From an optimization exercise on the open Yosys and OpenROAD flow, aimed at small area, a short achievable clock period and few clock cycles per item; shortcuts taken in it are not production practice.
At most, simulation tests tie the RTL to the original design; equivalence was not proved.
The RTL of runs 5 to 8 was laid out without a check of its function.
Power figures rest on the tool's default switching activity, not on a simulated workload.

$ cat flow/design.v
module idt_frame_decoder (
    input  wire        clk,
    input  wire        rst,         
    input  wire        tailoff,     
    input  wire        in_valid,
    input  wire [7:0]  in_data,
    input  wire        in_last,
    output wire        in_ready,
    output reg         res_valid,
    output wire [31:0] res_info,    
    output wire [31:0] res_crc,     
    output wire [31:0] res_len,     
    output wire [31:0] res_addr,    
    output wire [8:0]  rx_track,    
    output wire [15:0] rx_cnt       
);
    localparam [2:0] C_OK = 3'd0, C_NO_DELIM = 3'd1, C_BAD_LEN = 3'd2,
                     C_BAD_CRC = 3'd3, C_BAD_COMPL = 3'd4, C_SEQ_ERR = 3'd5;
    localparam [1:0] T_NONE = 2'd0, T_HEAD = 2'd1, T_DATA = 2'd2, T_TAIL = 2'd3;
    function [15:0] crc_table;
        input [7:0] i;
        integer k;
        reg [15:0] r;
        begin
            r = {i, 8'h00};
            for (k = 0; k < 8; k = k + 1)
                r = r[15] ? ((r << 1) ^ 16'h1021) : (r << 1);
            crc_table = r;
        end
    endfunction
    function [15:0] crc_step;
        input [15:0] c;
        input [7:0]  b;
        begin
            crc_step = {c[7:0], 8'h00} ^ crc_table(c[15:8] ^ b);
        end
    endfunction
    reg         fresh;           
    reg  [10:0] q;
    reg         qz, qh;          
    reg         hd;              
    reg         da, ed;          
    reg         cs;              
    reg  [7:0]  n;               
    reg         co;              
    reg  [15:0] acc;             
    reg  [7:0]  d1, d2;          
    reg  [63:0] hl;              
    reg  [7:0]  rx_exp;
    reg         rx_inxfer;
    reg  [15:0] rx_count;
    reg         pend;            
    reg         rdy;             
    reg         s_cs;            
    reg         s_hi, s_lo;      
    reg         s_co;            
    reg         s_seq;           
    reg         s_nd;            
    reg  [1:0]  s_type;
    reg  [2:0]  r_code;
    reg  [1:0]  r_type;
    assign in_ready = rdy;
    assign rx_track = {rx_inxfer, rx_exp};
    assign rx_cnt   = rx_count;
    assign res_info = {5'd0, q, n, 1'b0, r_code, 2'b00, r_type};
    assign res_crc  = {acc, d2, d1};
    assign res_len  = hl[63:32];
    assign res_addr = hl[31:0];
    wire       accept = in_valid && rdy;
    wire       done   = accept && in_last;
    wire [7:0] b  = in_data;
    wire q_lo0 = qz;
    wire q_hi1 = qh;
    wire p1    = !fresh && q_hi1 && q[1:0] == 2'd0;
    wire p2    = !fresh && q_hi1 && q[1:0] == 2'd1;
    wire p3    = !fresh && q_hi1 && q[1:0] == 2'd2;
    wire p4    = !fresh && q_hi1 && q[1:0] == 2'd3;    
    wire over  = !fresh && q[10] && !q_hi1;            
    wire compl_ok  = hd || co;
    wire data_ok   = rx_inxfer && (n == rx_exp);
    wire tail_ok   = rx_inxfer && (tailoff ? (n == rx_exp) : (n == rx_count[7:0]));
    wire seq_ok    = hd || (da ? data_ok : tail_ok);
    wire hd_n = fresh ? (b == 8'hFE) :
                p1    ? (hd && b == 8'h00) :
                p2    ? (hd && b == 8'hFF) :
                p3    ? (hd && b == 8'h01) : hd;
    wire da_n = fresh ? (b == 8'hDA) : da;
    wire ed_n = fresh ? (b == 8'hED) : ed;
    wire is_head = hd_n && !fresh && !p1 && !p2;       
    wire [1:0] v_type = over    ? T_NONE :
                        is_head ? T_HEAD : da_n ? T_DATA : ed_n ? T_TAIL : T_NONE;
    wire csx = cs && !fresh;                           
    wire v_fld = s_cs && s_hi && s_lo && s_co;           
    wire [2:0] v_code = !s_cs            ? (s_nd ? C_NO_DELIM : C_BAD_LEN) :
                        !(s_hi && s_lo)  ? C_BAD_CRC :
                        !s_co            ? C_BAD_COMPL :
                        s_seq            ? C_OK : C_SEQ_ERR;
    wire n13   = !fresh && q == 11'd7;                           
    wire n4    = p3;                                             
    wire ndat  = !fresh && (q_hi1 ? q[1] : !(q[10:0] >= 11'd1023));   
    wire cs_n  = hd ? n13 : da ? ndat : ed ? n4 : 1'b0;    
    wire [11:4] p_hl;
    assign p_hl[4] = p4;
    genvar g;
    generate
        for (g = 5; g <= 11; g = g + 1) begin : g_phl
            assign p_hl[g] = !fresh && q_lo0 && q[2:0] == (g - 5);
        end
    endgenerate
    wire        clr_crc = pend && !s_cs;
    wire        clr_chk = pend && !(v_fld && da);
    wire        clr_n   = pend && !(v_fld && !hd);
    wire        clr_hl  = pend && !(v_fld && hd);
    wire        wr_acc  = accept && (fresh || !in_last);
    wire [15:0] acc_d   = fresh ? 16'h0000 : crc_step(acc, d1);
    wire [10:0] q_d     = fresh ? 11'd2044 : q + 11'd1;
    wire [7:0] cnt_hi_inc = rx_count[15:8] + 8'd1;
    integer j;
    always @(posedge clk) begin
        acc <= wr_acc ? acc_d : (acc & {16{!clr_crc}});
        d1  <= accept ? b  : (d1 & {8{!clr_crc}});
        d2  <= accept ? d1 : (d2 & {8{!clr_crc}});
        if (accept) begin
            qz <= !fresh && ((qh && q[1:0] == 2'd3) || (qz && q[2:0] != 3'd7));
            qh <= fresh || (qh && q[1:0] != 2'd3);
        end else if (clr_chk) begin
            qz <= 1'b1;
            qh <= 1'b0;
        end
        q   <= accept ? q_d : (q & {11{!clr_chk}});
        n   <= (accept && p1) ? b : (n & {8{!clr_n}});
        for (j = 4; j <= 11; j = j + 1)
            hl[(11-j)*8 +: 8] <= (accept && p_hl[j]) ? b : (hl[(11-j)*8 +: 8] & {8{!clr_hl}});
        s_cs   <= csx;
        s_hi   <= (acc[15:8] == d1);
        s_lo   <= (acc[7:0] == b);
        s_co   <= compl_ok;
        s_seq  <= seq_ok;
        s_nd   <= (v_type == T_NONE) && !over;
        s_type <= v_type;
        r_code <= v_code;
        r_type <= s_type;
        if (accept) begin
            hd <= hd_n;
            da <= da_n;
            ed <= ed_n;
            cs <= cs_n;
            if (p2)
                co <= (b == ~n);
        end
        if (rst) begin
            fresh     <= 1'b1;
            pend      <= 1'b0;
            rdy       <= 1'b1;
            res_valid <= 1'b0;
            rx_exp    <= 8'd1;
            rx_inxfer <= 1'b0;
            rx_count  <= 16'd0;
        end else begin
            pend      <= done;
            rdy       <= !done;
            res_valid <= pend;
            if (accept)
                fresh <= in_last;
            if (pend && v_fld && s_seq) begin
                if (hd) begin
                    rx_exp    <= 8'd1;
                    rx_count  <= 16'd0;
                    rx_inxfer <= 1'b1;
                end else if (da) begin
                    rx_exp   <= rx_exp + 8'd1;
                    rx_count <= {(rx_exp == 8'd0) ? cnt_hi_inc : rx_count[15:8], rx_exp};
                end else begin
                    rx_inxfer <= 1'b0;
                end
            end
        end
    end
endmodule
$ cat flow/flow/run.sh
#!/bin/bash
set -euo pipefail
bash standard.sh BUFFER_PORTS_ARGS="-buffer_cell sky130_fd_sc_hd__buf_1" finish > flow_make.log 2>&1
$ cat flow/config.mk
export PLATFORM = sky130hd
export DESIGN_NAME = idt_frame_decoder
export DESIGN_NICKNAME = idt_frame_decoder
export VERILOG_FILES = /design/flow/design.v
export SDC_FILE = /design/flow/constraint.sdc
export NUM_CORES = 4
export LEC_CHECK = 0
export CAP_MARGIN = 20
export CORE_MARGIN = 2
export CORE_UTILIZATION = 65
export CTS_BUF_LIST = sky130_fd_sc_hd__clkbuf_8
export SETUP_SLACK_MARGIN = 2.1
export SLEW_MARGIN = 20
$ cat flow/standard.sh
#!/bin/bash
# synth_recipe.tcl (not shown) runs the flow's synth.tcl, then flattens the netlist and writes it again
# the make line also repeats each setting of config.mk as NAME=value (left out here)
make -C /OpenROAD-flow-scripts/flow DESIGN_CONFIG=/design/flow/config.mk WORK_HOME=/design/flow/orfs CLKGATE_MAP_FILE= SYNTH_SCRIPT=/design/flow/synth_recipe.tcl "${@:-finish}"
$ cat flow/constraint.sdc
create_clock -name core_clock -period 4.0 [get_ports {clk}]
set_input_delay 0.8000 -clock core_clock [delete_from_list [all_inputs] [get_ports {clk}]]
set_output_delay 0.8000 -clock core_clock [all_outputs]
set_load 0.01 [all_outputs]
==> results of run 1 <==
where the power goes:
part	internal [mW]	total (mW)	switching, mW
Combinational	0.206	0.522	0.315
Clock	0.451	1.08	0.629
Sequential	1.76	1.89	0.130
final cells by class:
class	count	area share (%)
Clock buffer	18	3.03
Clock inverter	14	1.29
Inverter	26	1.24
Multi-Input combinational cell	554	41.1
Sequential cell	164	41.9
Tap cell	136	2.08
Timing Repair Buffer	176	9.36
Timing Repair inverter	1	0.0613
registers in the layout, indices dropped and copies added (netlist names), 3 cells and up:
name and count:
acc 16, d1 8, d2 8, hl 64, n 8, q 11, r_code 3, rx_count 16
rx_exp 8
cell families after synthesis:
family | after synthesis | synth area share (%)
buf+inv | 85 | 5.34
simple gates | 277 | 19.0
compound gates | 193 | 17.3
other cells | 1 | 0.0539
flops | 164 | 48.2
mux | 9 | 1.31
fa+ha+maj | 9 | 1.62
xor+xnor | 58 | 7.30
how the worst min path moves through the flow:
| stage | from | endpoint | slack [ns] |
|---|---|---|---|
| 2_1_floorplan | s_type[0]$_DFF_P_ | r_type[0]$_DFF_P_ | 0.31 |
| 3_3_place_gp | s_type[0]$_DFF_P_ | r_type[0]$_DFF_P_ | 0.32 |
| 3_5_place_dp | s_type[1]$_DFF_P_ | r_type[1]$_DFF_P_ | 0.32 |
| 4_1_cts | s_type[1]$_DFF_P_ | r_type[1]$_DFF_P_ | 0.34 |
| 5_1_grt | s_type[0]$_DFF_P_ | r_type[0]$_DFF_P_ | 0.35 |
| 6_report | s_type[1]$_DFF_P_ | r_type[1]$_DFF_P_ | 0.34 |
synthesized netlist by cell type, types with 9 or more instances:
master / count
nand2_1: 144
nand4_1: 13
clkbuf_1: 35
xnor2_1: 32
a22o_1: 27
a21oi_1: 25
xor2_1: 26
nand3_1: 24
nor3_1: 11
dfxtp_1: 157
nor2_1: 23
ha_1: 9
o21ai_0: 95
and3_1: 16
a22oi_1: 9
inv_1: 25
buf_4: 10
per-stage QoR:
step	hold WS (ns)	setup WS, ns
after floorplan	0.310	2.07
after global placement	0.317	1.09
after detailed placement	0.324	0.973
after CTS	0.343	2.07
after global routing	0.352	2.09
final	0.339	2.15
what timing repair did:
action,in CTS,in global routing
gates resized for setup,44,31
cloned,1,0
pin swaps,0,5
buffers inserted,5,9
endpoints found under the hold margin,0,0
endpoints found under the setup margin,145,139
layer usage:
layer  vias to the layer above  track usage [%]  share of wire, %
met3                        45             7.81               8.5
li1                       3041                -                 -
met1                      3103             43.5                41
met5                         -                0                 0
met4                         0             14.8               2.5
met2                       319             52.2                48
==> reports/metrics.cfg, run 1 <==
[outcome]
status = complete, no violations

[place]
dpl-instance-area_sq_mm = 0.00752
gp_congestion = 0.869
hpwlAfterDp_um = 12900
placedCellCount = 1042
port_buffers = 159

[floorplan]
initial_core_util_pct = 67.1
ioPinCount = 168
rows = 37
coreArea_sq_mm = 0.0104
die_h_um = 107
die_area_sq_mm = 0.0116
die_x_um = 107

[critical_path]
r2r_end = rx_count[13]$_SDFFE_PP0P_
start_kind = flip-flop
slowest_delay_ns = 0.42
endpoint = res_crc[20]
crit_arrival_ns = 1.05
r2r-start = rx_exp[0]$_SDFFE_PP1P_
reg2reg_slack_ns = 2.17
reg2reg_depth = 6
cp-end-kind = output port
slowest_stage = dfxtp_1
crit_fanout = 4
critical_path_buf_inv_count = 1
worstSetupStartpoint = acc[4]$_DFF_P_
worst-path-stages = 1
critPathKind = flip-flop to output port
path_delay_family = flip-flops
cp_cell_sequence = buf_1
cp_data_required_time_ns = 3.20

[route]
dr.pass1.iters = 7
drc = 0
via_per_inst = 5.98
vias = 6508
finalWirelength_um = 19100
wire_per_inst_um = 17.5
drt.antenna.violating_nets = 0
drtIter0Drc = 599

[logic_synthesis]
ys.flop_type = dfxtp_1
syn_inst = 796
ys_ff_latch = 164
yosysWarnings = 1
seq_area_frac_synth_pct = 48.2
synth_edf_count = 7
yosysTopAreaCellShare_pct = 45.1
synth_cell_types = 57
yosysTopAreaCell = dfxtp_1
synthArstFlopShare_pct = 0
synth_area_sq_mm = 0.00696
postSynthAreaPerCell_sq_um = 8.75
synth.top_cells.by_area = dfxtp_1 45%, nand2_1 7.8%, o21ai_0 6.8%

[sta]
max_slew_margin_pct = 52.2
fmax_mhz = 539
fin_tns_setup_ns = 0
finalHoldViolations = 0
final-max-slew-violation-count = 0
skew_ns = 0.0133
fin_crit_ns = 1.85
setup_viol = 0
rsz0062_at_grt = no
finalCritPeriodShare_pct = 46.4
worst_pin_slew_ns = 0.712

[finish]
fin_nets = 962
multi_input_area_sq_mm = 0.00335
design_area_sq_mm = 0.00816
seqCellArea_sq_mm = 0.00342
instances_no_fill = 1089
layout_commonest_cell = buf_1
syn_to_final_growth_pct = 17.3
utilization_pct = 78.7
num-fill-cells = 754
n_antenna_cell = 0
layout_common_cells = 151 x buf_1, 143 x nand2_1, 120 x dfxtp_1, 95 x o21ai_0, 32 x xnor2_1
layout-drive-gt1-share_pct = 12.3

[clocking]
cts_tree = done
path_clk_slew_ns = 0.08
cts_buffer_depth = 2
cts.root.buffer_cell = clkbuf_8
cts_buffers = 17
clock_sinks = 164
clock_latency_ns = 0.45
hold_buffers = 0
h-tree-depth = 4

[pwr]
total_power_mw = 3.49
peakVddDrop_v = 0.000299
pwr_density_cell_mw_per_mm2 = 428
power_leakage_nw = 3.00

[worst_hold_path]
whs_path_depth = 0
hold_class = flip-flop to flip-flop

[grt]
grt_usage_pct = 33.2
grt_max_degree = 56
antenna_found_initial = 0
grt_pass1_wl_um = 30000
grt_pass1_vias = 5970
overflow = 0

[run]
drv_cap = 0

Testbench counts, summed over its fixed seeds: cycles 135,708, bytes 135,489.
==> inputs of run 2 (changes only) <==
--- a/flow/config.mk
+++ b/flow/config.mk
@@ -7,7 +7,7 @@
 export LEC_CHECK = 0
 export CAP_MARGIN = 20
 export CORE_MARGIN = 2
-export CORE_UTILIZATION = 65
+export CORE_UTILIZATION = 60
 export CTS_BUF_LIST = sky130_fd_sc_hd__clkbuf_8
 export SETUP_SLACK_MARGIN = 2.1
 export SLEW_MARGIN = 20
==> run 2 against run 1 <==
First-iteration DRC count is 21% higher. Critical path depth is 3 higher. Worst setup slack worse by 0.024 ns. Worst hold slack better by 0.0088 ns. Cell count is 1.7% higher. Combinational power is 3% higher. Critical endpoint is now rx_count[10]$_SDFFE_PP0P_. Highest routed layer unchanged.
==> reports/metrics.cfg, run 2 <==
[grt]
grt_most_used_layer = met2
use_met2_pct = 49.2
overflow = 0
grt_max_degree = 28
grt_util_met1_pct = 40.5
grt_usage_pct = 30.6
antenna_found_initial = 0
grt_pass1_wl_um = 30700
grt.met3_usage_pct = 7.02
grt_pass1_vias = 5838

[logic_synthesis]
yosysTopAreaCellShare_pct = 45.1
seq_area_frac_synth_pct = 48.2
ys.flop_type = dfxtp_1
synth_area_sq_mm = 0.00696
ys_ff_latch = 164
synth_edf_count = 7
yosysWarnings = 1
postSynthAreaPerCell_sq_um = 8.75
yosysTopAreaCell = dfxtp_1
synthArstFlopShare_pct = 0
syn_inst = 796
synth.most_common_cell = dfxtp_1
netlist_top_cells_count = 157 x dfxtp_1, 144 x nand2_1, 95 x o21ai_0, 35 x clkbuf_1, 32 x xnor2_1
synth.top_cells.by_area = dfxtp_1 45%, nand2_1 7.8%, o21ai_0 6.8%
synth_cell_types = 57

[pwr]
power.share.sequential_pct = 49.4
comb_power_share_pct = 14.0
power_leakage_nw = 3.10
p_clk_share_pct = 36.6
intPower_mw = 2.74
p_sw_share_pct = 28.4
pwr_density_cell_mw_per_mm2 = 456
total_power_mw = 3.82
p_sw_mw = 1.09
peakVddDrop_v = 0.000280

[floorplan]
die_x_um = 112
initial_core_util_pct = 61.2
ioPinCount = 168
coreArea_sq_mm = 0.0114
die_area_sq_mm = 0.0125
die_h_um = 112
rows = 39

[place]
gp_congestion = 0.854
placedCellCount = 1049
hpwlAfterDp_um = 13000
post-place-ws_ns = 0.972
dpl-instance-area_sq_mm = 0.00753
port_buffers = 159

[finish]
layout-drive-gt1-share_pct = 13.6
fin_nets = 973
n_antenna_cell = 0
instances_no_fill = 1107
layout_commonest_cell = buf_1
regMostFlops = hl
design_area_sq_mm = 0.00839
top_regs = hl: 64 flops, acc: 16 flops, rx_count: 16 flops
num-fill-cells = 896
layout_common_cells = 152 x buf_1, 142 x nand2_1, 121 x dfxtp_1, 95 x o21ai_0, 32 x xnor2_1
seqCellArea_sq_mm = 0.00342
largest_register_ff_count = 64
syn_to_final_growth_pct = 20.5
multi_input_area_sq_mm = 0.00340

[critical_path]
start_kind = primary input
cp-end-kind = flip-flop
reg2reg_slack_ns = 2.20
cp_data_required_time_ns = 4.40
crit_arrival_ns = 2.28
reg2reg_depth = 4
r2r_end = rx_count[11]$_SDFFE_PP0P_
critPathKind = primary input to flip-flop
crit_fanout = 18
r2r-start = pend$_SDFF_PP0_

[route]
drt.antenna.violating_nets = 0
finalWirelength_um = 20000
wire_per_inst_um = 18.1
drtIter0Drc = 723
vias = 6511
dr.pass1.iters = 5
drc = 0
via_per_inst = 5.88

[clocking]
clock_sinks = 164
path_clk_slew_ns = 0.08
cts.root.buffer_cell = clkbuf_8
cts_buffers = 17
h-tree-depth = 4
hold_buffers = 0
cts_tree = done
cts_buffer_depth = 2
clock_latency_ns = 0.45

[sta]
final-max-slew-violation-count = 0
fin_tns_setup_ns = 0
setup_ws_ns = 2.12
setup_viol = 0
rsz0062_at_grt = no
finalHoldViolations = 0
finalCritPeriodShare_pct = 47.0
max_slew_margin_pct = 34.9
skew_ns = 0.0106
fin_crit_ns = 1.88
fmax_mhz = 532
worst_pin_slew_ns = 0.976

[outcome]
status = complete, no violations

[worst_hold_path]
min_to = r_type[0]$_DFF_P_
min_from = s_type[0]$_DFF_P_
hold_class = flip-flop to flip-flop
whs_path_depth = 0

[run]
drv_cap = 0

[run 2: timing repair]
action / in CTS / in global routing
setup buffers: 8 / 14
pin swaps: 2 / 3
cloned: 3 / 1
setup endpoints to repair: 146 / 123
hold endpoints to repair: 0 / 0
resized for setup: 41 / 36
[run 2: how the worst max path moves through the flow]
stage                                end                startpoint  slack [ns]
3_5_place_dp              acc[8]$_DFF_P_                  in_valid        0.97
2_1_floorplan           qz$_SDFFCE_PN1P_                  in_valid        2.07
6_report       rx_count[10]$_SDFFE_PP0P_                       rst        2.12
5_1_grt                        rx_cnt[8]  rx_count[8]$_SDFFE_PP0P_        2.07
3_3_place_gp             acc[13]$_DFF_P_                  in_valid        1.09
4_1_cts                       res_crc[6]             d1[6]$_DFF_P_        2.10
[run 2: layer usage]
metal  part of all wire (%)  routed length (um)  vias to the layer above
met5                      0                   0                        -
met4                    2.1                 414                        0
met3                    7.4                1480                       39
met2                     49                9730                      281
met1                     42                8360                     3123
li1                       -                   -                     3068
[run 2: final cells by class]
class                      count  area share, %
clock buffer                  18           2.95
timing repair buffer         184           9.77
clock inverter                14           2.64
multi-input combinational    557           40.5
timing repair inverter         1         0.0596
sequential                   164           40.7
tap                          143           2.13
inverter                      26           1.21
[run 2: cells by family (layout without fill, tap and decap cells)]
| group | count (synthesis) | in the layout | synth area share, % |
|---|---|---|---|
| AO/OA/AOI/OAI | 193 | 196 | 17.3 |
| flip-flops | 164 | 164 | 48.2 |
| adder cells (fa/ha/maj) | 9 | 9 | 1.62 |
| multiplexers | 9 | 9 | 1.31 |
| buffers and inverters | 85 | 243 | 5.34 |
| AND/OR/NAND/NOR | 277 | 277 | 19.0 |
| XOR/XNOR | 58 | 58 | 7.30 |
| other | 1 | 8 | 0.0539 |
[run 2: worst max-delay path, stage by stage]
cell and delay [ns]:
buf_1 0.39, a31o_2 0.48, or4_1 0.52, nand2_1 0.08
[run 2: per-stage QoR]
stage / utilization, % / hold slack (ns)
CTS: 71.8 / 0.351
detailed placement: 66.2 / 0.330
floorplan: - / 0.310
global placement: 66.2 / 0.317
global route: 73.8 / 0.357
finish: 73.8 / 0.348
[run 2: power groups by stage]
| stage | registers (mW) | logic, mW | clock network [mW] |
|---|---|---|---|
| final | 1.89 | 0.536 | 1.40 |
| after global routing | 1.90 | 0.587 | 1.48 |
| after CTS | 1.89 | 0.511 | 1.41 |
| after detailed placement | 1.92 | 0.491 | 0 |
| after global placement | 1.91 | 0.477 | 0 |
| after floorplan | 1.93 | 0.306 | 0 |
==> inputs of run 3 (changes only) <==
--- a/flow/config.mk
+++ b/flow/config.mk
@@ -7,7 +7,7 @@
 export LEC_CHECK = 0
 export CAP_MARGIN = 20
 export CORE_MARGIN = 2
-export CORE_UTILIZATION = 60
+export CORE_UTILIZATION = 55
 export CTS_BUF_LIST = sky130_fd_sc_hd__clkbuf_8
-export SETUP_SLACK_MARGIN = 2.1
+export SETUP_SLACK_MARGIN = 2.2
 export SLEW_MARGIN = 20
==> run 3 against run 2 <==
Still clean. Worst hold slack improved by 0.0018 ns. Wire length increased by 2.9%. Critical path depth grew 1. Global-route usage fell by 0.65 points. Design area rose by 7.8%.
==> reports/metrics.cfg, run 3 <==
[outcome]
status = complete, no violations

[floorplan]
ioPinCount = 168
die_h_um = 117
initial_core_util_pct = 55.8
die_area_sq_mm = 0.0136
rows = 41
die_x_um = 117
coreArea_sq_mm = 0.0125

[logic_synthesis]
seq_area_frac_synth_pct = 48.2
postSynthAreaPerCell_sq_um = 8.75
yosysTopAreaCellShare_pct = 45.1
synth.top_cells.by_area = dfxtp_1 45%, nand2_1 7.8%, o21ai_0 6.8%
yosysTopAreaCell = dfxtp_1
synth_edf_count = 7
synth_cell_types = 57
ys_ff_latch = 164
synth_area_sq_mm = 0.00696
syn_inst = 796
synth.most_common_cell = dfxtp_1
netlist_top_cells_count = 157 x dfxtp_1, 144 x nand2_1, 95 x o21ai_0, 35 x clkbuf_1, 32 x xnor2_1
ys.flop_type = dfxtp_1
synthArstFlopShare_pct = 0
yosysWarnings = 1

[route]
drt.antenna.violating_nets = 0
via_per_inst = 5.58
wire_per_inst_um = 17.5
dr.pass1.iters = 5
vias = 6551
finalWirelength_um = 20600
drtIter0Drc = 437
drc = 0

[grt]
grt_pass1_wl_um = 31000
grt_usage_pct = 29.9
antenna_found_initial = 0
overflow = 0
grt_max_degree = 39
grt_pass1_vias = 5919

[critical_path]
slowest_delay_ns = 0.52
slowest_stage = or4_1
critPathKind = flip-flop to flip-flop
reg2reg_depth = 5
reg2reg_slack_ns = 2.13
cp_cell_sequence = buf_4 > nor4b_4 > a31oi_4 > or4_1 > a21oi_1
r2r-start = rx_exp[5]$_SDFFE_PP0P_
start_kind = flip-flop
cp-end-kind = flip-flop
r2r_end = rx_count[11]$_SDFFE_PP0P_
crit_fanout = 7
crit_arrival_ns = 2.25
worstSetupStartpoint = rx_exp[5]$_SDFFE_PP0P_
cp_data_required_time_ns = 4.38

[sta]
rsz0062_at_grt = yes
fmax_mhz = 535
worst_pin_slew_ns = 0.780
setup_viol = 0
max_slew_margin_pct = 47.6
skew_ns = 0.00888
fin_tns_setup_ns = 0
fin_crit_ns = 1.87
finalCritPeriodShare_pct = 46.7
finalHoldViolations = 0
final-max-slew-violation-count = 0

[clocking]
cts.root.buffer_cell = clkbuf_8
cts_tree = done
clock_sinks = 164
cts_buffer_depth = 2
clock_latency_ns = 0.46
h-tree-depth = 4
path_clk_slew_ns = 0.09
cts_buffers = 17
hold_buffers = 0

[pwr]
pwr_density_cell_mw_per_mm2 = 416
total_power_mw = 3.76
peakVddDrop_v = 0.000232
power_leakage_nw = 3.79

[finish]
regMostFlops = hl
utilization_pct = 72.5
largest_register_ff_count = 64
top_regs = hl: 64 flops, acc: 16 flops, rx_count: 16 flops
layout_common_cells = 142 x nand2_1, 95 x o21ai_0, 81 x buf_2, 75 x dfxtp_1, 63 x buf_4
layout-drive-gt1-share_pct = 34.1
syn_to_final_growth_pct = 29.9
num-fill-cells = 1014
layout_commonest_cell = nand2_1
fin_nets = 1010

[worst_hold_path]
min_from = s_type[0]$_DFF_P_
min_to = r_type[0]$_DFF_P_
hold_class = flip-flop to flip-flop
whs_path_depth = 0

[place]
gp_congestion = 0.835
hpwlAfterDp_um = 13100
port_buffers = 159

[run]
drv_cap = 0

==> run 3: cell counts after synthesis <==
Identical to the previous run, type by type.
==> run 3: worst max-delay path by stage <==
stage	cells after the start	to
floorplan	5	qz$_SDFFCE_PN1P_
global placement	7	hl[57]$_DFF_P_
detailed placement	7	hl[59]$_DFF_P_
CTS	1	rx_track[1]
global route	5	rx_count[11]$_SDFFE_PP0P_
finish	5	rx_count[11]$_SDFFE_PP0P_
==> run 3: repair_timing <==
action / CTS / global route
gates cloned: 3 / 0
pin swaps: 3 / 12
hold endpoints to repair: 0 / 0
buffers inserted: 38 / 19
resized for setup: 202 / 101
endpoints found under the setup margin: 217 / 157
==> run 3: cells by family after synthesis <==
logic type      count (synthesis)  share of synthesized area, %
simple gates                  277                          19.0
compound gates                193                          17.3
fa+ha+maj                       9                          1.62
other cells                     1                        0.0539
mux                             9                          1.31
flops                         164                          48.2
xor+xnor                       58                          7.30
buf+inv                        85                          5.34
==> run 3: critical path, delay by kind of cell, from the launching register on <==
kind / cells / cell delay (ns)
flops: 1 / 0.35
simple gates: 2 / 0.91
compound gates: 2 / 0.36
buf+inv: 1 / 0.16
==> run 3: area by class of cell <==
class,count,area [sq um],area share [%]
clock buffer,19,262,2.89
antenna,1,2.50,0.0277
sequential,164,3570,39.5
timing repair inverter,1,7.51,0.0830
clock inverter,13,158,1.74
timing repair buffer,222,1300,14.4
tap,172,215,2.38
inverter,26,101,1.12
multi-input combinational,556,3430,37.9
==> run 3: power by group <==
group | internal, mW | total [mW] | leakage (nW) | switching [mW]
combinational | 0.275 | 0.643 | 2.19 | 0.368
clock | 0.648 | 1.26 | 0.209 | 0.612
sequential | 1.76 | 1.85 | 1.39 | 0.0972
==> run 3: through the flow <==
| step | cell area, sq um | setup WS, ns | hold slack (ns) | cells |
|---|---|---|---|---|
| after global placement | 7600 | 1.24 | 0.321 | 1081 |
| final | 9040 | 2.13 | 0.350 | 1174 |
| after CTS | 8680 | 2.20 | 0.347 | 1154 |
| after floorplan | 7020 | 2.16 | 0.310 | 803 |
| after global routing | 9040 | 2.10 | 0.357 | 1173 |
| after detailed placement | 7600 | 1.11 | 0.328 | 1081 |
==> run 3: per-layer routing <==
layer  vias to the layer above  GRT usage [%]  share of wire [%]
li1                       3135              -                  -
met1                      3098           38.1                 43
met2                       265           48.2                 48
met3                        53           8.04                6.6
met4                         0           12.7                2.8
met5                         -              0                  0
==> inputs of run 4 (changes only) <==
--- a/flow/config.mk
+++ b/flow/config.mk
@@ -7,7 +7,7 @@
 export LEC_CHECK = 0
 export CAP_MARGIN = 20
 export CORE_MARGIN = 2
-export CORE_UTILIZATION = 55
+export CORE_UTILIZATION = 65
 export CTS_BUF_LIST = sky130_fd_sc_hd__clkbuf_8
-export SETUP_SLACK_MARGIN = 2.2
+export SETUP_SLACK_MARGIN = 2.15
 export SLEW_MARGIN = 20
==> run 4 against run 3 <==
Worst setup slack lost 0.019 ns. Synthesized cell count is the same. Cell count shrank 4.2%. Wire length grew 5.2%. Die area shrank 15%. Worst hold slack lost 0.014 ns. Sequential share of layout area grew 0.57 points. Count of clock-buffer cells in the layout shrank 1. Still clean on timing, DRC and antenna. Via count grew 5.1%. Sequential power is essentially flat. Critical endpoint is now d1[0]$_DFF_P_. Highest routed layer unchanged. Non-clock buffer count shrank 12.
==> reports/metrics.cfg, run 4 <==
[grt]
overflow = 0
antenna_found_initial = 0
grt_pass1_vias = 6117
grt_usage_pct = 34.5
grt_pass1_wl_um = 30900
grt_max_degree = 28

[finish]
layout_common_cells = 142 x nand2_1, 95 x o21ai_0, 95 x dfxtp_1, 79 x buf_1, 62 x clkbuf_2
layout-drive-gt1-share_pct = 26.1
largest_register_ff_count = 64
top_regs = hl: 64 flops, acc: 16 flops, rx_count: 16 flops
multi_input_area_sq_mm = 0.00341
seqCellArea_sq_mm = 0.00350
n_antenna_cell = 0
fin_nets = 998
layout_commonest_cell = nand2_1
syn_to_final_growth_pct = 25.7
num-fill-cells = 608
regMostFlops = hl

[clocking]
cts_tree = done
path_clk_slew_ns = 0.08
clock_sinks = 164
hold_buffers = 0
clock_latency_ns = 0.47
h-tree-depth = 4
cts_buffer_depth = 2
cts.root.buffer_cell = clkbuf_8
cts_buffers = 17

[place]
port_buffers = 159
gp_congestion = 0.881
hpwlAfterDp_um = 13100
post-place-ws_ns = 1.11

[critical_path]
crit_fanout = 27
start_kind = primary input
cp_data_required_time_ns = 4.37
crit_arrival_ns = 2.26
cp-end-kind = flip-flop
critPathKind = primary input to flip-flop

[outcome]
status = complete, no violations

[sta]
finalHoldViolations = 0
setup_viol = 0
rsz0062_at_grt = yes
final-max-slew-violation-count = 0
finalCritPeriodShare_pct = 47.2
fin_crit_ns = 1.89
skew_ns = 0.0121
setup_ws_ns = 2.11
fin_tns_setup_ns = 0
worst_pin_slew_ns = 0.812
fmax_mhz = 530
max_slew_margin_pct = 45.5

[logic_synthesis]
seq_area_frac_synth_pct = 48.2
synthMuxAreaShare_pct = 1.31
synthAdderAreaFrac_pct = 1.62
synthArstFlopShare_pct = 0
postSynthAreaPerCell_sq_um = 8.75
synth_area_sq_mm = 0.00696
yosysWarnings = 1
synth_edf_count = 7
synth-xor-area-share_pct = 7.30
syn_inst = 796
synth_cell_types = 57
yosysTopAreaCell = dfxtp_1
synth-compound-area-share_pct = 17.3
ys_ff_latch = 164
synth.top_cells.by_area = dfxtp_1 45%, nand2_1 7.8%, o21ai_0 6.8%
synth_simple_gate_area_share_pct = 19.0
synth_top_family_by_area = simple AND/OR/NAND/NOR gates
yosysTopAreaCellShare_pct = 45.1
synth.most_common_cell = dfxtp_1
ys.flop_type = dfxtp_1
netlist_top_cells_count = 157 x dfxtp_1, 144 x nand2_1, 95 x o21ai_0, 35 x clkbuf_1, 32 x xnor2_1

[floorplan]
ioPinCount = 168
coreArea_sq_mm = 0.0104
initial_core_util_pct = 67.1
die_area_sq_mm = 0.0116
die_h_um = 107
rows = 37
die_x_um = 107

[route]
vias = 6885
via_per_inst = 6.12
dr.pass1.iters = 8
drc = 0
finalWirelength_um = 21600
drtIter0Drc = 762
drt.antenna.violating_nets = 0
wire_per_inst_um = 19.2

[pwr]
power_leakage_nw = 3.50
peakVddDrop_v = 0.000400
pwr_density_cell_mw_per_mm2 = 434

[run]
drv_cap = 0

[worst_hold_path]
hold_class = flip-flop to flip-flop

[run 4: power by group]
group / internal, mW / leakage (nW) / switching [mW] / total (mW)
Sequential: 1.76 / 1.38 / 0.122 / 1.88
Clock: 0.693 / 0.222 / 0.620 / 1.31
Combinational: 0.247 / 1.90 / 0.352 / 0.600
[run 4: worst paths after layout]
path	cells after the start	from	end	slack, ns
worst max-delay path	7	in_valid	d1[0]$_DFF_P_	2.11
worst min-delay path	0	s_type[0]$_DFF_P_	r_type[0]$_DFF_P_	0.34
worst max register to register	7	rx_exp[0]$_SDFFE_PP1P_	rx_count[12]$_SDFFE_PP0P_	2.14
worst min register to register	0	s_type[0]$_DFF_P_	r_type[0]$_DFF_P_	0.34
[run 4: per-stage QoR]
| step | area (sq um) | power, mW | cells | hold slack, ns | utilization, % |
|---|---|---|---|---|---|
| 2_1_floorplan | 7000 | 2.24 | 803 | 0.310 | - |
| 3_3_place_gp | 7510 | 2.39 | 1041 | 0.317 | 72.5 |
| 3_5_place_dp | 7510 | 2.41 | 1041 | 0.312 | 72.5 |
| 4_1_cts | 8220 | 3.70 | 1088 | 0.334 | 79.3 |
| 5_1_grt | 8750 | 3.92 | 1125 | 0.343 | 84.4 |
| 6_report | 8750 | 3.79 | 1125 | 0.336 | 84.4 |
[run 4: repair_timing]
item / 4_1_cts / 5_1_grt
buffers inserted: 12 / 37
cloned: 3 / 0
gates resized for setup: 87 / 121
hold endpoints to repair: 0 / 0
pin swaps: 3 / 7
setup endpoints to repair: 170 / 181
[run 4: kinds of logic after synthesis]
logic type / count (synthesis)
xor gates and xnor gates: 58
other: 1
adders and majority gates: 9
DFF: 164
muxes: 9
and+or+nand+nor: 277
buffers and inverters: 85
AOI/OAI and AO/OA: 193
[run 4: cell type report]
class,instances,area share [%]
inverters,26,1.16
multi-input cells,556,39.0
repair buffers,210,12.9
flip-flops and latches,164,40.0
clock inverters,14,2.12
clock buffers,18,2.83
well taps,136,1.94
repair inverters,1,0.0572
[run 4: worst max-delay path, cell delays in order]
cell        delay (ns)
buf_1             0.11
nand2_1           0.09
buf_6             0.23
clkinvlp_4        0.22
nor2_2            0.54
nand2_1           0.14
o21ai_0           0.12
[run 4: layer usage]
| layer | GRT usage [%] | vias up | wire, um | share of wire [%] |
|---|---|---|---|---|
| li1 | - | 3121 | - | - |
| met1 | 42.5 | 3235 | 8480 | 39 |
| met2 | 56.1 | 461 | 10400 | 48 |
| met3 | 12.2 | 68 | 2070 | 9.5 |
| met4 | 11.7 | 0 | 644 | 3.0 |
| met5 | 0 | - | 0 | 0 |
==> inputs of run 5 (changes only) <==
--- a/flow/design.v
+++ b/flow/design.v
@@ -55,8 +55,6 @@
     reg         s_hi, s_lo;      
     reg         s_co;            
     reg         s_seq;           
-    reg         s_nd;            
-    reg  [1:0]  s_type;
     reg  [2:0]  r_code;
     reg  [1:0]  r_type;
     assign in_ready = rdy;
@@ -86,12 +84,13 @@
                 p3    ? (hd && b == 8'h01) : hd;
     wire da_n = fresh ? (b == 8'hDA) : da;
     wire ed_n = fresh ? (b == 8'hED) : ed;
-    wire is_head = hd_n && !fresh && !p1 && !p2;       
-    wire [1:0] v_type = over    ? T_NONE :
-                        is_head ? T_HEAD : da_n ? T_DATA : ed_n ? T_TAIL : T_NONE;
     wire csx = cs && !fresh;                           
+    wire l_ge4  = !(qh && q[1:0] != 2'd3);                   
+    wire l_over = q[10] && !qh && (q[9:0] != 10'd0);         
+    wire [1:0] e_type = l_over ? T_NONE :
+                        (hd && l_ge4) ? T_HEAD : da ? T_DATA : ed ? T_TAIL : T_NONE;
     wire v_fld = s_cs && s_hi && s_lo && s_co;           
-    wire [2:0] v_code = !s_cs            ? (s_nd ? C_NO_DELIM : C_BAD_LEN) :
+    wire [2:0] v_code = !s_cs            ? ((e_type == T_NONE && !l_over) ? C_NO_DELIM : C_BAD_LEN) :
                         !(s_hi && s_lo)  ? C_BAD_CRC :
                         !s_co            ? C_BAD_COMPL :
                         s_seq            ? C_OK : C_SEQ_ERR;
@@ -136,10 +135,8 @@
         s_lo   <= (acc[7:0] == b);
         s_co   <= compl_ok;
         s_seq  <= seq_ok;
-        s_nd   <= (v_type == T_NONE) && !over;
-        s_type <= v_type;
         r_code <= v_code;
-        r_type <= s_type;
+        r_type <= e_type;
         if (accept) begin
             hd <= hd_n;
             da <= da_n;
--- a/flow/config.mk
+++ b/flow/config.mk
@@ -9,5 +9,5 @@
 export CORE_MARGIN = 2
 export CORE_UTILIZATION = 65
 export CTS_BUF_LIST = sky130_fd_sc_hd__clkbuf_8
-export SETUP_SLACK_MARGIN = 2.15
+export SETUP_SLACK_MARGIN = 2.1
 export SLEW_MARGIN = 20
==> run 5 against run 4 <==
Critical path depth decreased by 6. Worst hold slack gained 0.087 ns. Die area shrank 0.46%. Design area decreased by 6.6%. First-iteration DRC count is 22% lower. Clock power is 5% lower. Sequential power fell by 2%. Worst setup slack gained 0.0021 ns. Cell count shrank 3.2%. Area after synthesis shrank 0.49%. Largest power group unchanged.
==> reports/metrics.cfg, run 5 <==
[outcome]
status = complete, no violations

[critical_path]
slowest_stage = dfxtp_1
critical_path_buf_inv_count = 1
crit_fanout = 5
cp-end-kind = output port
critPathKind = flip-flop to output port
cp_cell_sequence = buf_1
start_kind = flip-flop
slowest_delay_ns = 0.45
path_delay_family = flip-flops
crit_arrival_ns = 1.09
cp_data_required_time_ns = 3.20

[finish]
layout-drive-gt1-share_pct = 13.0
top_regs = hl: 64 flops, acc: 16 flops, rx_count: 16 flops
syn_to_final_growth_pct = 18.0
layout_commonest_cell = nand2_1
regMostFlops = hl
fin_nets = 962
layout_common_cells = 160 x nand2_1, 156 x buf_1, 114 x dfxtp_1, 67 x o21ai_0, 36 x nand3_1
largest_register_ff_count = 64
n_antenna_cell = 0

[sta]
finalHoldViolations = 0
timing.hold.ws_ns = 0.422
skew_ns = 0.0105
setup_viol = 0
fin_tns_setup_ns = 0
fin_crit_ns = 1.89
final-max-slew-violation-count = 0
finalCritPeriodShare_pct = 47.1
worst_pin_slew_ns = 1.07
fmax_mhz = 530
max_slew_margin_pct = 28.8
rsz0062_at_grt = yes

[floorplan]
rows = 37
initial_core_util_pct = 67.1
die_x_um = 107
ioPinCount = 168
die_area_sq_mm = 0.0115
die_h_um = 107
coreArea_sq_mm = 0.0103

[route]
via_per_inst = 5.95
drc = 0
met1_length_um = 7650
highest_layer = met4
wl_met2_um = 9410
wire_per_inst_um = 17.8
route.met3.wl_um = 2050
drt.antenna.violating_nets = 0
finalWirelength_um = 19400
vias = 6478
dr.pass1.iters = 5
drtIter0Drc = 595

[logic_synthesis]
synth_edf_count = 7
synth_area_sq_mm = 0.00693
synthArstFlopShare_pct = 0
netlist_top_cells_count = 161 x nand2_1, 154 x dfxtp_1, 68 x o21ai_0, 39 x clkbuf_1, 37 x nand3_1
ys.flop_type = dfxtp_1
synth_cell_types = 59
yosysWarnings = 1
yosysTopAreaCell = dfxtp_1
ys_ff_latch = 161
synth.most_common_cell = nand2_1
yosysTopAreaCellShare_pct = 44.5
syn_inst = 796
synth.top_cells.by_area = dfxtp_1 45%, nand2_1 8.7%, o21ai_0 4.9%
postSynthAreaPerCell_sq_um = 8.70
seq_area_frac_synth_pct = 47.5

[grt]
grt_usage_pct = 34.0
grt_pass1_vias = 6081
overflow = 0
antenna_found_initial = 0
grt_max_degree = 27
grt_pass1_wl_um = 30900

[clocking]
h-tree-depth = 4
path_clk_slew_ns = 0.09
cts_buffer_depth = 2
cts.root.buffer_cell = clkbuf_8
hold_buffers = 0
cts_tree = done
clock_latency_ns = 0.47
clock_sinks = 161
cts_buffers = 17

[place]
gp_congestion = 0.888
hpwlAfterDp_um = 12600
port_buffers = 159

[pwr]
peakVddDrop_v = 0.000353
power_leakage_nw = 3.11
pwr_density_cell_mw_per_mm2 = 442

[worst_hold_path]
hold_class = flip-flop to flip-flop

[run]
drv_cap = 0

run 5: cell types whose count changed after synthesis, sizes merged, moves of 7 or more:
cell,change
nand2,+18
a22o,+7
mux2i,-8
inv,-10
o21ai,-27
nand3,+13
run 5: path summary, 6_finish.rpt:
check / start / endpoint / slack, ns / cells past startpoint
hold reg to reg: co$_DFFE_PP_ / s_co$_DFF_P_ / 0.42 / 1
hold / removal: co$_DFFE_PP_ / s_co$_DFF_P_ / 0.42 / 1
setup reg to reg: pend$_SDFF_PP0_ / rx_count[11]$_SDFFE_PP0P_ / 2.13 / 4
setup / recovery: rdy$_SDFF_PP1_ / in_ready / 2.11 / 1
run 5: final cells by class:
cell class              instances  area, sq um
inverters                      16         65.1
multi-input cells             563         3400
clock buffers                  17          234
flip-flops and latches        161         3360
well taps                     136          170
clock inverters                15          171
fillers                       756         2150
repair buffers                181          773
run 5: power by group:
group,switching [mW],leakage [nW],internal (mW),total [mW]
logic,0.320,1.57,0.207,0.527
registers,0.121,1.34,1.72,1.84
clock network,0.669,0.200,0.574,1.24
total,1.11,3.11,2.50,3.61
run 5: routing by layer:
layer | global-route usage, % | vias up
met5 | 0 | -
met4 | 9.83 | 0
met3 | 9.79 | 35
met2 | 55.2 | 333
met1 | 44.1 | 3060
li1 | - | 3050
run 5: logic make-up after synthesis:
group / Yosys count / synth area share, %
flops: 161 / 47.5
fa+ha+maj: 9 / 1.63
buf+inv: 81 / 5.29
compound gates: 169 / 16.1
simple gates: 314 / 21.6
xor+xnor: 61 / 7.71
other cells: 1 / 0.0541
run 5: metrics by stage:
stage               area (sq um)  utilization [%]  worst slack, ns  instances  power [mW]
finish                      8170             79.2             2.11       1089        3.61
global route                8170             79.2             1.99       1089        3.75
CTS                         8070             78.2             2.08       1085        3.59
detailed placement          7510             72.8             1.30       1044        2.37
global placement            7510             72.8             1.42       1044        2.35
floorplan                   6960                -             2.12        803        2.20
run 5: repair_timing:
item / 4_1_cts / 5_1_grt
setup endpoints to repair: 135 / 123
gates resized for setup: 40 / 33
pin swaps: 2 / 1
setup buffers: 7 / 4
cloned: 2 / 0
==> inputs of run 6 (changes only) <==
--- a/flow/config.mk
+++ b/flow/config.mk
@@ -9,5 +9,5 @@
 export CORE_MARGIN = 2
 export CORE_UTILIZATION = 65
 export CTS_BUF_LIST = sky130_fd_sc_hd__clkbuf_8
-export SETUP_SLACK_MARGIN = 2.1
+export SETUP_SLACK_MARGIN = 2.25
 export SLEW_MARGIN = 20
==> run 6 against run 5 <==
The flow now stops in global routing. Area after synthesis unchanged. Synthesized cell count unchanged.
==> reports/metrics.cfg, run 6 <==
[floorplan]
die_h_um = 107
die_x_um = 107
ioPinCount = 168
rows = 37
initial_core_util_pct = 67.1

[clocking]
cts.root.buffer_cell = clkbuf_8
h-tree-depth = 4
cts_buffers = 17
cts_buffer_depth = 2
clock_sinks = 161

[logic_synthesis]
synth_area_sq_mm = 0.00693
netlist_top_cells_count = 161 x nand2_1, 154 x dfxtp_1, 68 x o21ai_0, 39 x clkbuf_1, 37 x nand3_1
synth_edf_count = 7
yosysWarnings = 1
yosysTopAreaCell = dfxtp_1
yosysTopAreaCellShare_pct = 44.5
syn_inst = 796
synth.top_cells.by_area = dfxtp_1 45%, nand2_1 8.7%, o21ai_0 4.9%
ys.flop_type = dfxtp_1
synthArstFlopShare_pct = 0
synth.most_common_cell = nand2_1
postSynthAreaPerCell_sq_um = 8.70
ys_ff_latch = 161
synth_cell_types = 59
seq_area_frac_synth_pct = 47.5

[grt]
grt_usage_pct = 85.4
grt_max_degree = 41
overflow = 205
antenna_found_initial = 5

[outcome]
status = aborted with a tool error
tool.error = [ERROR GRT-0232] Routing congestion too high. Check the congestion heatmap in the GUI.
haltStage = global routing

[sta]
crit_endpoint = rx_count[12]$_SDFFE_PP0P_/D
worst-ep-kind = sequential cell input

[place]
gp_congestion = 0.896
hpwlAfterDp_um = 12700
port_buffers = 159
placedCellCount = 1043

## run 6: cell counts after synthesis
Identical to the previous run, type by type.
## run 6: worst max-delay path by stage
stage | cells past startpoint | to | from
after detailed placement | 5 | acc[8]$_DFF_P_ | in_valid
after global placement | 5 | acc[13]$_DFF_P_ | in_valid
after floorplan | 4 | hl[37]$_DFF_P_ | in_valid
after CTS | 7 | hd$_DFFE_PP_ | q[1]$_DFF_P_
## run 6: metrics by stage
stage / setup WS, ns / cell area [sq um] / utilization (%)
floorplan: 2.22 / 6990 / -
global placement: 1.37 / 7520 / 72.9
detailed placement: 1.29 / 7520 / 72.9
CTS: 2.23 / 9020 / 87.4
## run 6: metal layers
layer / overflow / GRT usage [%]
met3: 4 / 72.0
met5: 0 / 17.1
met2: 125 / 102
met4: 75 / 93.6
met1: 1 / 82.1
## run 6: logic make-up after synthesis
kind of cell / count (synthesis) / share of synthesized area [%]
AND/OR/NAND/NOR: 314 / 21.6
AO/OA/AOI/OAI: 169 / 16.1
flip-flops: 161 / 47.5
buffers and inverters: 81 / 5.29
XOR/XNOR: 61 / 7.71
adder cells (fa/ha/maj): 9 / 1.63
other: 1 / 0.0541
## run 6: power by group through the flow
stage	Sequential, mW	Clock [mW]	Combinational (mW)
2_1_floorplan	1.88	0	0.320
3_5_place_dp	1.87	0	0.491
4_1_cts	1.80	1.13	0.666
3_3_place_gp	1.87	0	0.477
## run 6: timing repair
action,CTS
cloned,2
setup buffers,73
hold buffers,0
gates resized for setup,291
pin swaps,6
endpoints found under the hold margin,0
setup endpoints to repair,266
==> inputs of run 7 (changes only) <==
--- a/flow/config.mk
+++ b/flow/config.mk
@@ -7,7 +7,7 @@
 export LEC_CHECK = 0
 export CAP_MARGIN = 20
 export CORE_MARGIN = 2
-export CORE_UTILIZATION = 65
+export CORE_UTILIZATION = 55
 export CTS_BUF_LIST = sky130_fd_sc_hd__clkbuf_8
-export SETUP_SLACK_MARGIN = 2.25
+export SETUP_SLACK_MARGIN = 2.2
 export SLEW_MARGIN = 20
==> run 7 against run 6 <==
Now clean on timing, DRC and antenna. Synthesized cell count unchanged. Area after synthesis did not move.
==> reports/metrics.cfg, run 7 <==
[outcome]
status = complete, no violations

[critical_path]
crit_fanout = 7
critPathKind = flip-flop to output port
path_delay_family = flip-flops
crit_arrival_ns = 1.03
start_kind = flip-flop
cp_data_required_time_ns = 3.20
slowest_delay_ns = 0.42
slowest_stage = dfxtp_4
cp_cell_sequence = clkbuf_2
critical_path_buf_inv_count = 1
cp-end-kind = output port

[sta]
rsz0062_at_grt = yes
finalCritPeriodShare_pct = 45.8
setup_ws_ns = 2.17
setup_viol = 0
skew_ns = 0.00731
worst_pin_slew_ns = 0.827
finalHoldViolations = 0
timing.hold.ws_ns = 0.429
fin_tns_setup_ns = 0
max_slew_margin_pct = 44.8
final-max-slew-violation-count = 0
fin_crit_ns = 1.83
fmax_mhz = 546

[pwr]
intPower_mw = 2.78
pwr_density_cell_mw_per_mm2 = 420
comb_power_share_pct = 17.0
power.share.sequential_pct = 47.1
p_sw_mw = 1.07
power_leakage_nw = 3.98
total_power_mw = 3.85
p_sw_share_pct = 27.8
p_clk_share_pct = 35.9
peakVddDrop_v = 0.000285

[finish]
n_antenna_cell = 0
layout_commonest_cell = nand2_1
design_area_sq_mm = 0.00918
layout_common_cells = 160 x nand2_1, 81 x buf_4, 73 x dfxtp_1, 68 x o21ai_0, 61 x buf_2
largest_register_ff_count = 64
syn_to_final_growth_pct = 32.6
num-fill-cells = 933
layout-drive-gt1-share_pct = 34.9
regMostFlops = hl
seqCellArea_sq_mm = 0.00352
fin_nets = 1021
top_regs = hl: 64 flops, acc: 16 flops, rx_count: 16 flops
multi_input_area_sq_mm = 0.00345

[place]
dpl-instance-area_sq_mm = 0.00756
port_buffers = 159
hpwlAfterDp_um = 12900
gp_congestion = 0.821
post-place-ws_ns = 1.21

[grt]
grt_pass1_wl_um = 30700
grt_max_degree = 38
grt_usage_pct = 29.5
antenna_found_initial = 0
grt_pass1_vias = 5887
overflow = 0

[floorplan]
ioPinCount = 168
rows = 40
initial_core_util_pct = 57.0
die_x_um = 116
die_h_um = 116
die_area_sq_mm = 0.0135
coreArea_sq_mm = 0.0122

[run]
drv_cap = 0

[clocking]
cts.root.buffer_cell = clkbuf_8
clock_sinks = 161
clock_latency_ns = 0.46
h-tree-depth = 4
cts_tree = done
cts_buffers = 17
cts_buffer_depth = 2
path_clk_slew_ns = 0.08

[logic_synthesis]
syn_inst = 796
synth_cell_types = 59
yosysTopAreaCellShare_pct = 44.5
seq_area_frac_synth_pct = 47.5
ys_ff_latch = 161
synth.top_cells.by_area = dfxtp_1 45%, nand2_1 8.7%, o21ai_0 4.9%
synthArstFlopShare_pct = 0
ys.flop_type = dfxtp_1
yosysTopAreaCell = dfxtp_1
synth_area_sq_mm = 0.00693
yosysWarnings = 1
synth.most_common_cell = nand2_1
netlist_top_cells_count = 161 x nand2_1, 154 x dfxtp_1, 68 x o21ai_0, 39 x clkbuf_1, 37 x nand3_1
synth_edf_count = 7
postSynthAreaPerCell_sq_um = 8.70

[route]
drc = 0
drt.antenna.violating_nets = 0
wire_per_inst_um = 17.4
dr.pass1.iters = 6
drtIter0Drc = 568
vias = 6677
finalWirelength_um = 20600
via_per_inst = 5.66

[worst_hold_path]
hold_class = flip-flop to flip-flop

run 7: area by class of cell:
class | count | area share (%)
clock buffers | 19 | 2.85
clock inverters | 13 | 2.28
inverters | 16 | 0.790
multi-input cells | 562 | 37.6
flip-flops and latches | 161 | 38.3
well taps | 168 | 2.29
repair buffers | 241 | 15.9
run 7: metal layers:
metal  share of wire [%]  up-vias  track usage, %
li1                    -     3172               -
met1                  42     3150            39.5
met2                  48      306            45.9
met3                 7.1       49            6.64
met4                 2.9        0            12.8
met5                   0        -               0
run 7: power groups by stage:
stage,logic [mW],clock network (mW),registers [mW]
floorplan,0.318,0,1.88
global placement,0.486,0,1.87
detailed placement,0.495,0,1.88
CTS,0.569,1.39,1.82
global route,0.711,1.47,1.83
finish,0.656,1.38,1.81
run 7: kinds of logic after synthesis:
| logic type | Yosys count | share of synthesized area, % |
|---|---|---|
| and+or+nand+nor | 314 | 21.6 |
| AOI/OAI and AO/OA | 169 | 16.1 |
| DFF | 161 | 47.5 |
| buffers and inverters | 81 | 5.29 |
| xor gates and xnor gates | 61 | 7.71 |
| adders and majority gates | 9 | 1.63 |
| other | 1 | 0.0541 |
run 7: worst paths after layout:
kind	start	endpoint	slack [ns]	cells after the start
worst min register to register	co$_DFFE_PP_	s_co$_DFF_P_	0.43	1
worst max register to register	q[0]$_DFF_P_	hl[3]$_DFF_P_	2.17	8
worst min-delay path	co$_DFFE_PP_	s_co$_DFF_P_	0.43	1
worst max-delay path	rx_exp[4]$_SDFFE_PP0P_	rx_track[4]	2.17	1
run 7: through the flow:
stage / util [%] / instances
5_1_grt: 75.5 / 1180
4_1_cts: 70.2 / 1134
2_1_floorplan: - / 803
6_report: 75.5 / 1180
3_3_place_gp: 62.2 / 1076
3_5_place_dp: 62.2 / 1076
run 7: repair_timing:
item / CTS / global route
endpoints found under the setup margin: 215 / 150
gates cloned: 1 / 1
hold buffers: 0 / 0
buffers inserted: 25 / 45
pin swaps: 3 / 6
gates resized for setup: 178 / 131
==> inputs of run 8 (changes only) <==
==> flow/flow/run.sh (replaced) <==
#!/bin/bash
set -euo pipefail
here=$(pwd)
bash standard.sh BUFFER_PORTS_ARGS="-buffer_cell sky130_fd_sc_hd__buf_1" \
    POST_GLOBAL_PLACE_TCL="$here/flow/post_gpl.tcl" finish > flow_make.log 2>&1
==> flow/flow/post_gpl.tcl (new file) <==
# Size up the buffers that buffer_ports put on the input ports.
set n 0
foreach port [get_ports -filter "direction == input"] {
  set pname [get_full_name $port]
  if {$pname eq "clk"} { continue }
  foreach pin [get_pins -of_objects [get_nets -of_objects $port]] {
    set inst [get_cells -of_objects $pin]
    set iname [get_full_name $inst]
    set master [get_property $inst ref_name]
    if {[string match "input*" $iname] && [string match "sky130_fd_sc_hd__buf_*" $master]} {
      replace_cell $inst sky130_fd_sc_hd__buf_4
      incr n
    }
  }
}
puts "post_gpl: sized up $n input port buffers"
--- a/flow/config.mk
+++ b/flow/config.mk
@@ -7,7 +7,7 @@
 export LEC_CHECK = 0
 export CAP_MARGIN = 20
 export CORE_MARGIN = 2
-export CORE_UTILIZATION = 55
+export CORE_UTILIZATION = 65
 export CTS_BUF_LIST = sky130_fd_sc_hd__clkbuf_8
-export SETUP_SLACK_MARGIN = 2.2
+export SETUP_SLACK_MARGIN = 2.1
 export SLEW_MARGIN = 20
==> run 8 against run 7 <==
The flow now stops in global placement. Area after synthesis is the same. Synthesized cell count is the same.
==> reports/metrics.cfg, run 8 <==
[logic_synthesis]
synth.most_common_cell = nand2_1
synth.top_cells.by_area = dfxtp_1 45%, nand2_1 8.7%, o21ai_0 4.9%
ys_ff_latch = 161
synthMuxAreaShare_pct = 0
synth_area_sq_mm = 0.00693
yosysTopAreaCellShare_pct = 44.5
synthAdderAreaFrac_pct = 1.63
synth_simple_gate_area_share_pct = 21.6
seq_area_frac_synth_pct = 47.5
synth-xor-area-share_pct = 7.71
syn_inst = 796
synth_edf_count = 7
yosysWarnings = 1
ys.flop_type = dfxtp_1
synth_top_family_by_area = simple AND/OR/NAND/NOR gates
netlist_top_cells_count = 161 x nand2_1, 154 x dfxtp_1, 68 x o21ai_0, 39 x clkbuf_1, 37 x nand3_1
synth-compound-area-share_pct = 16.1
synth_cell_types = 59
yosysTopAreaCell = dfxtp_1
postSynthAreaPerCell_sq_um = 8.70
synthArstFlopShare_pct = 0

[outcome]
haltStage = global placement
tool.error = [ERROR STA-0100] unsupported object type Port.
status = aborted with a tool error

[place]
port_buffers = 159

[floorplan]
die_h_um = 107
rows = 37
die_x_um = 107
initial_core_util_pct = 67.1
ioPinCount = 168

[run 8: cell counts after synthesis]
Identical to the previous run, type by type.
[run 8: cell families after synthesis]
| group | after synthesis |
|---|---|
| and+or+nand+nor | 314 |
| DFF | 161 |
| xor gates and xnor gates | 61 |
| buffers and inverters | 81 |
| adders and majority gates | 9 |
| other | 1 |
| AOI/OAI and AO/OA | 169 |
==> inputs of run 9 (changes only) <==
--- a/flow/design.v
+++ b/flow/design.v
@@ -55,6 +55,8 @@
     reg         s_hi, s_lo;      
     reg         s_co;            
     reg         s_seq;           
+    reg         s_nd;            
+    reg  [1:0]  s_type;
     reg  [2:0]  r_code;
     reg  [1:0]  r_type;
     assign in_ready = rdy;
@@ -84,13 +86,12 @@
                 p3    ? (hd && b == 8'h01) : hd;
     wire da_n = fresh ? (b == 8'hDA) : da;
     wire ed_n = fresh ? (b == 8'hED) : ed;
+    wire is_head = hd_n && !fresh && !p1 && !p2;       
+    wire [1:0] v_type = over    ? T_NONE :
+                        is_head ? T_HEAD : da_n ? T_DATA : ed_n ? T_TAIL : T_NONE;
     wire csx = cs && !fresh;                           
-    wire l_ge4  = !(qh && q[1:0] != 2'd3);                   
-    wire l_over = q[10] && !qh && (q[9:0] != 10'd0);         
-    wire [1:0] e_type = l_over ? T_NONE :
-                        (hd && l_ge4) ? T_HEAD : da ? T_DATA : ed ? T_TAIL : T_NONE;
     wire v_fld = s_cs && s_hi && s_lo && s_co;           
-    wire [2:0] v_code = !s_cs            ? ((e_type == T_NONE && !l_over) ? C_NO_DELIM : C_BAD_LEN) :
+    wire [2:0] v_code = !s_cs            ? (s_nd ? C_NO_DELIM : C_BAD_LEN) :
                         !(s_hi && s_lo)  ? C_BAD_CRC :
                         !s_co            ? C_BAD_COMPL :
                         s_seq            ? C_OK : C_SEQ_ERR;
@@ -135,8 +136,10 @@
         s_lo   <= (acc[7:0] == b);
         s_co   <= compl_ok;
         s_seq  <= seq_ok;
+        s_nd   <= (v_type == T_NONE) && !over;
+        s_type <= v_type;
         r_code <= v_code;
-        r_type <= e_type;
+        r_type <= s_type;
         if (accept) begin
             hd <= hd_n;
             da <= da_n;
==> run 9 against run 8 <==
The run again fails in global placement. Area after synthesis rose by 0.49%. Synthesized cell count stayed put.
==> reports/metrics.cfg, run 9 <==
[logic_synthesis]
yosysTopAreaCellShare_pct = 45.1
synth_area_sq_mm = 0.00696
netlist_top_cells_count = 157 x dfxtp_1, 144 x nand2_1, 95 x o21ai_0, 35 x clkbuf_1, 32 x xnor2_1
synthArstFlopShare_pct = 0
yosysWarnings = 1
syn_inst = 796
ys.flop_type = dfxtp_1
postSynthAreaPerCell_sq_um = 8.75
synth.most_common_cell = dfxtp_1
ys_ff_latch = 164
synth_edf_count = 7
synth_cell_types = 57
synth.top_cells.by_area = dfxtp_1 45%, nand2_1 7.8%, o21ai_0 6.8%
yosysTopAreaCell = dfxtp_1
seq_area_frac_synth_pct = 48.2

[floorplan]
initial_core_util_pct = 67.1
ioPinCount = 168
die_h_um = 107
die_x_um = 107
rows = 37

[place]
port_buffers = 159

[outcome]
status = aborted with a tool error
tool.error = [ERROR STA-0100] unsupported object type Port.
haltStage = global placement

run 9: cell count changes after synthesis, sizes merged, moves of 5 or more:
cell / previous run / this run
a22o: 34 / 27
and3: 11 / 16
and4: 7 / 2
clkbuf: 40 / 35
inv: 15 / 25
mux2i: 0 / 8
nand2: 162 / 144
nand3: 37 / 24
o21ai: 69 / 96
or3: 3 / 8
run 9: cell families after synthesis:
family	after synthesis	share of synthesized area, %
AND/OR/NAND/NOR	277	19.0
AO/OA/AOI/OAI	193	17.3
multiplexers	9	1.31
adder cells (fa/ha/maj)	9	1.62
XOR/XNOR	58	7.30
buffers and inverters	85	5.34
flip-flops	164	48.2
other	1	0.0539
Testbench counts of run 9, summed over its fixed seeds: cycles 135,708, bytes 135,489.

[static timing again, ports no longer ideal]
The results above use ideal ports. As a check the final layouts listed here were re-extracted and re-timed, cells and wires unchanged.
Step 1: set_driving_cell puts a clkbuf_16 on clk and a buf_2 on each other input, an assumption about the parent block.
Step 2 also shifts input and output timing later by t, the mid clock arrival at the registers, as if the neighbouring blocks saw the same clock.
Three values: no drivers, after step 1, after step 2; two values: the first two.
run	shift t [ns]	slack for setup (ns)	worst data-port slew with drivers (ns)
run 1	0.485	2.146 / 2.108 / 1.725	0.05
run 2	0.487	2.121 / 2.084 / 1.653	0.05
run 3	0.492	2.132 / 2.132 / 1.762	0.06
run 4	0.498	2.112 / 2.126 / 1.628	0.06
run 5	0.500	2.115 / 2.080 / 1.641	0.05
run 7	0.488	2.168 / 2.133 / 1.806	0.06
After both steps setup and hold are still met in every run listed. The setup slack of run 4, which loses most, moves by +0.014 ns with the drivers and by -0.484 ns with both steps.
